From an optimization exercise on the open Yosys and OpenROAD flow, aimed at a short achievable clock period; shortcuts taken in it are not production practice. RTL that was checked went through simulation tests only; none was proved equivalent to the original. No driver is modelled on the clock port, so clocking that relies on it looks cheaper here than on a real chip. Power is estimated from default activity; no workload was simulated.

## v53
Design nb_engine, start of the top module:
module nb_engine (
    input  wire         clk,
    input  wire         rst,
    input  wire         cmd_valid,
    output wire         cmd_ready,
    input  wire [127:0] cmd_desc,
    output wire         busy,
    input  wire         src_valid,
    output wire         src_ready,
    input  wire [31:0]  src_data,
    output wire         dst_valid,
    output wire [31:0]  dst_data,
    input  wire [15:0]  cfg_wait_bound,
    input  wire         cfg_rfin_clk_low,
    output wire         bus_clk,
    output wire         bus_nrd,
    output wire         bus_start,
    output wire         bus_doe,
    output wire [7:0]   bus_dout,
    input  wire [7:0]   bus_din,
    input  wire         bus_nwait,
    output wire         irq_inhibit,
    input  wire [15:0]  owm_in,
    output wire         owm_we,
    output wire [15:0]  owm_wdata,
    output wire [1:0]   status_code,
    output wire [1:0]   status_where,
    output wire [31:0]  status_index,
    output wire [39:0]  status_addr
);
Size in the first run: about 1,500 cells after synthesis, about 330 flip-flops, ~350 I/O pins, roughly 14,000 um^2 of cells after synthesis.
clock: 4.5 ns
lec_check: 0
abc_clock_period_in_ps: 100
cap_margin: 20
core_margin: 2
core_utilization: 40
setup_slack_margin: 2.5
slew_margin: 20
run.sh (not shown) runs the stock make flow with config.mk's settings and CLKGATE_MAP_FILE= SYNTH_SCRIPT=/design/flow/synth_recipe.tcl, a recipe that flattens the netlist after the stock synthesis.
[inputs] v2 vs v53
Settings: ABC_CLOCK_PERIOD_IN_PS now 1500, was 100.
==> flow/flow/run.sh (new file) <==
#!/bin/bash
# Own layout flow: the standard ORFS flow, with the port buffers
# inserted as regular buffers and a clock tree with larger sink clusters.
set -euo pipefail
export BUFFER_PORTS_ARGS="-buffer_cell sky130_fd_sc_hd__buf_4"
export CTS_ARGS="-sink_clustering_enable -repair_clock_nets -sink_clustering_size 24 -sink_clustering_max_diameter 100 -root_buf sky130_fd_sc_hd__clkbuf_16 -buf_list sky130_fd_sc_hd__clkbuf_16"
bash standard.sh > standard.log 2>&1
==> flow/standard.sh (new file) <==
#!/bin/bash
# synth_recipe.tcl (not shown) runs the flow's synth.tcl, then flattens the netlist and writes it again
# the make line also repeats each setting of config.mk as NAME=value (left out here)
make -C /OpenROAD-flow-scripts/flow DESIGN_CONFIG=/design/flow/config.mk WORK_HOME=/design/flow/orfs CLKGATE_MAP_FILE= SYNTH_SCRIPT=/design/flow/synth_recipe.tcl "${@:-finish}"
removed: flow/run.sh
### Flow results
For v2 and v53, there was not a single run that failed to finish clean.
Final worst setup slack on v2 is up relative to v53.
v2 -> v53: sequential cell count delta 0, exact match
The lower final critical delay including setup and external delays came out of v2.
In the flow results for v2 and v53, the fraction of area in clock buffers and inverters is smaller on v2.
v53 -> v2: number of distinct library cells after synthesis delta 0, exact match
Taking v53 as the reference, in v2 cell count moved down, area fraction in compound gates after synthesis level.
Re footprint of the flip-flops and latches: v53 was higher than v2.
For v12, these inputs were changed with respect to v2:
==> flow/flow/run.sh <==
#!/bin/bash
# Own layout flow: the standard ORFS flow, with the port buffers
# inserted as regular buffers instead of the library's default pick.
set -euo pipefail
export BUFFER_PORTS_ARGS="-buffer_cell sky130_fd_sc_hd__buf_4"
bash standard.sh > standard.log 2>&1
Findings:
- Where setup slack is concerned, v2 is better than v12.
- v12 against v2; clock-net power is up by more than half.
- Compared with v2, in v12 via count of the first global-routing pass went up, number of gates resized after cts went down.
Inputs modified between v12 and v36:
==> flow/run.sh (new file) <==
#!/bin/bash
# synth_recipe.tcl (not shown) runs the flow's synth.tcl, then flattens the netlist and writes it again
# the make line also repeats each setting of config.mk as NAME=value (left out here)
make -C /OpenROAD-flow-scripts/flow DESIGN_CONFIG=/design/flow/config.mk WORK_HOME=/design/flow/orfs CLKGATE_MAP_FILE= SYNTH_SCRIPT=/design/flow/synth_recipe.tcl finish
removed: flow/flow/run.sh
removed: flow/standard.sh
Findings:
The placed cell area in v36 was higher than what v12 gave.
Compared with v12, in v36 count of clock-buffer cells in the layout up 5; flip-flop and latch share of the layout cell area decreased 0.77 points; cell count picked up an extra about 0.8%; global-route usage picked up an extra 1.3 points; leakage power total essentially unchanged.
In v36 the total power of the final layout turned out 73 uW higher than in v12.
Function was not checked in any run of this note: the RTL went through the layout flow alone.

* * *

== build 65 ==
Another version of the RTL of nb_engine (not shown whole).
For scale: about 1500 cells after synthesis, about 350 I/O pins, roughly 0.017 mm^2 of cells after synthesis.
==> flow/config.mk <==
export PLATFORM = sky130hd
export DESIGN_NAME = nb_engine
export DESIGN_NICKNAME = nb_engine
export VERILOG_FILES = /design/flow/design.v
export SDC_FILE = /design/flow/constraint.sdc
export NUM_CORES = 4
export LEC_CHECK = 0
export CAP_MARGIN = 20
export CORE_MARGIN = 2
export CORE_UTILIZATION = 40
export SETUP_SLACK_MARGIN = 2.5
export SLEW_MARGIN = 20
export SYNTH_HIERARCHICAL = 1
export SYNTH_MINIMUM_KEEP_SIZE = 0
==> flow/constraint.sdc <==
create_clock -name core_clock -period 4.5 [get_ports {clk}]
set_input_delay 0.9000 -clock core_clock [delete_from_list [all_inputs] [get_ports {clk}]]
set_output_delay 0.9000 -clock core_clock [all_outputs]
set_load 0.01 [all_outputs]
standard.sh (not shown) runs the stock make flow with config.mk's settings and CLKGATE_MAP_FILE= SYNTH_SCRIPT=/design/flow/synth_recipe.tcl, a recipe that flattens the netlist after the stock synthesis.
==> flow/flow/run.sh <==
#!/bin/bash
# Own layout flow: the standard ORFS flow (standard.sh), with
#  - the port buffers inserted as regular buffers (buf_4) instead of the
#    default pick (a delay cell),
#  - the delay cells and the slow OR/NOR-type cells with 3 or 4 series PMOS transistors added to
#    the platform's don't-use list, so that synthesis maps wide ORs to
#    NAND/NOR2 trees. ORFS re-derives DONT_USE_CELLS in each sub-make, so the
#    full list (platform's + ours) goes in through MAKEFLAGS.
set -euo pipefail
export BUFFER_PORTS_ARGS="-buffer_cell sky130_fd_sc_hd__buf_4"
slow=""
for c in or3 or3b or4 or4b or4bb nor3 nor3b nor4 nor4b nor4bb o31a o31ai o32a o32ai o41a o41ai o311a a2111o; do
  for d in 1 2 4; do
    slow="$slow sky130_fd_sc_hd__${c}_${d}"
  done
done
slow="$slow sky130_fd_sc_hd__o311ai_0 sky130_fd_sc_hd__o311ai_1 sky130_fd_sc_hd__o311ai_2 sky130_fd_sc_hd__o311ai_4"
slow="$slow sky130_fd_sc_hd__a2111oi_0 sky130_fd_sc_hd__a2111oi_1 sky130_fd_sc_hd__a2111oi_2 sky130_fd_sc_hd__a2111oi_4"
# delay cells: repair picks them as wire and port buffers, which only slows
# paths here (hold slack is large without them)
for c in clkdlybuf4s15_1 clkdlybuf4s15_2 clkdlybuf4s18_1 clkdlybuf4s18_2 clkdlybuf4s25_1 clkdlybuf4s25_2 clkdlybuf4s50_1 clkdlybuf4s50_2 dlygate4sd1_1 dlygate4sd2_1 dlygate4sd3_1 dlymetal6s2s_1 dlymetal6s4s_1 dlymetal6s6s_1; do
  slow="$slow sky130_fd_sc_hd__$c"
done
printf 'include %s/platforms/sky130hd/config.mk\nall:\n\t@echo "$(DONT_USE_CELLS)"\n' "$FLOW_HOME" > platform_dont_use.mk
platform=$(env -u DONT_USE_CELLS -u MAKEFLAGS make -s -f platform_dont_use.mk PLATFORM_DIR="$FLOW_HOME/platforms/sky130hd")
all=$(echo $platform $slow)
export MAKEFLAGS="DONT_USE_CELLS=${all// /\\ }"
echo "MAKEFLAGS=$MAKEFLAGS" > run_env.log
# after CTS, drive the leaf buffers from four root buffers (flow/root4_cts.tcl)
export POST_CTS_TCL="$PWD/flow/root4_cts.tcl"
bash standard.sh > standard.log 2>&1
Other scripts of this flow, unchanged in this note and not shown: flow/flow/root4_cts.tcl
Build 65 completed end to end with timing, DRC and antenna clean.
Modified inputs, build 32 compared to build 65
Settings: swapping 40 for 55 in CORE_UTILIZATION.
Notes after the runs:
Diff build 65 and build 32: transition time at the pin with the least slew margin lower in build 32. Sequential share of layout area | build 32 above build 65. Build 65 → build 32: switching power of the nets -5.0%; routed via count divided by cell count went up about 7%. Measured against build 32, the routed metal-1 wire length of build 65 comes out at 1.06 times the reference value.
Inputs modified between build 32 and build 96:
Settings: swapping 55 for 40 in CORE_UTILIZATION.
-- flow/flow/run.sh --
<<< build 32, line 5
#  - the delay cells and the slow OR/NOR-type cells with 3 or 4 series PMOS transistors added to
>>> build 96, line 5
#  - the slow OR/NOR-type cells with 3 or 4 series PMOS transistors added to
<<< build 32, line 19
# delay cells: repair picks them as wire and port buffers, which only slows
# paths here (hold slack is large without them)
for c in clkdlybuf4s15_1 clkdlybuf4s15_2 clkdlybuf4s18_1 clkdlybuf4s18_2 clkdlybuf4s25_1 clkdlybuf4s25_2 clkdlybuf4s50_1 clkdlybuf4s50_2 dlygate4sd1_1 dlygate4sd2_1 dlygate4sd3_1 dlymetal6s2s_1 dlymetal6s4s_1 dlymetal6s6s_1; do
  slow="$slow sky130_fd_sc_hd__$c"
done
>>> build 96, line 19
Findings:
Synthesized area: build 96 vs build 32 — no meaningful difference
Diff build 32 -> build 96 | final standard cell utilization of the core | decrease of 18 points
Post-route clock period utilization on build 96 is up relative to build 32.
The number of core rows reported for build 96 is greater than that of build 32 by 11.
Comparing the two runs side by side, build 96 comes out behind build 32 on register-to-register slack.
Build 96 ends up with a power in the clock group that is about 8% higher than in build 32.
Looking at proportion of power drawn by the clock network, build 96 sits 1.8 points higher than build 32 does.

## re-timing with driven ports
No port has a modelled driver above. Below, the same layouts with a new extraction and two added sets of constraints.
Step 1 assumes that a clkbuf_16 drives the clock port and a buf_2 every other input.
Step 2, shift: input delay + t, output delay - t, t = (earliest + latest rising clock arrival at the registers) / 2. This alone moves slack from input paths to output paths.
Slacks: no drivers / after step 1 / after step 2; pairs: no drivers / after step 1.
run	t, ns	setup WS [ns]	hold slack, ns	worst register clock-pin slew, ns
v53	0.562	2.320 / 2.337 / 1.775	0.433 / 0.433 / 0.433	0.06 / 0.06
v2	0.557	2.337 / 2.354 / 1.797	0.450 / 0.450 / 0.450	0.10 / 0.10
v12	0.563	2.317 / 2.335 / 1.772	0.445 / 0.445 / 0.445	0.06 / 0.06
v36	0.562	2.320 / 2.337 / 1.775	0.433 / 0.433 / 0.433	0.06 / 0.06
build 65	0.488	2.525 / 2.527 / 2.122	0.400 / 0.400 / 0.400	0.06 / 0.06
build 32	0.479	2.566 / 2.584 / 2.176	0.409 / 0.409 / 0.409	0.06 / 0.06
build 96	0.489	2.525 / 2.545 / 2.122	0.418 / 0.418 / 0.418	0.06 / 0.06
After both steps every run listed still meets setup and hold.
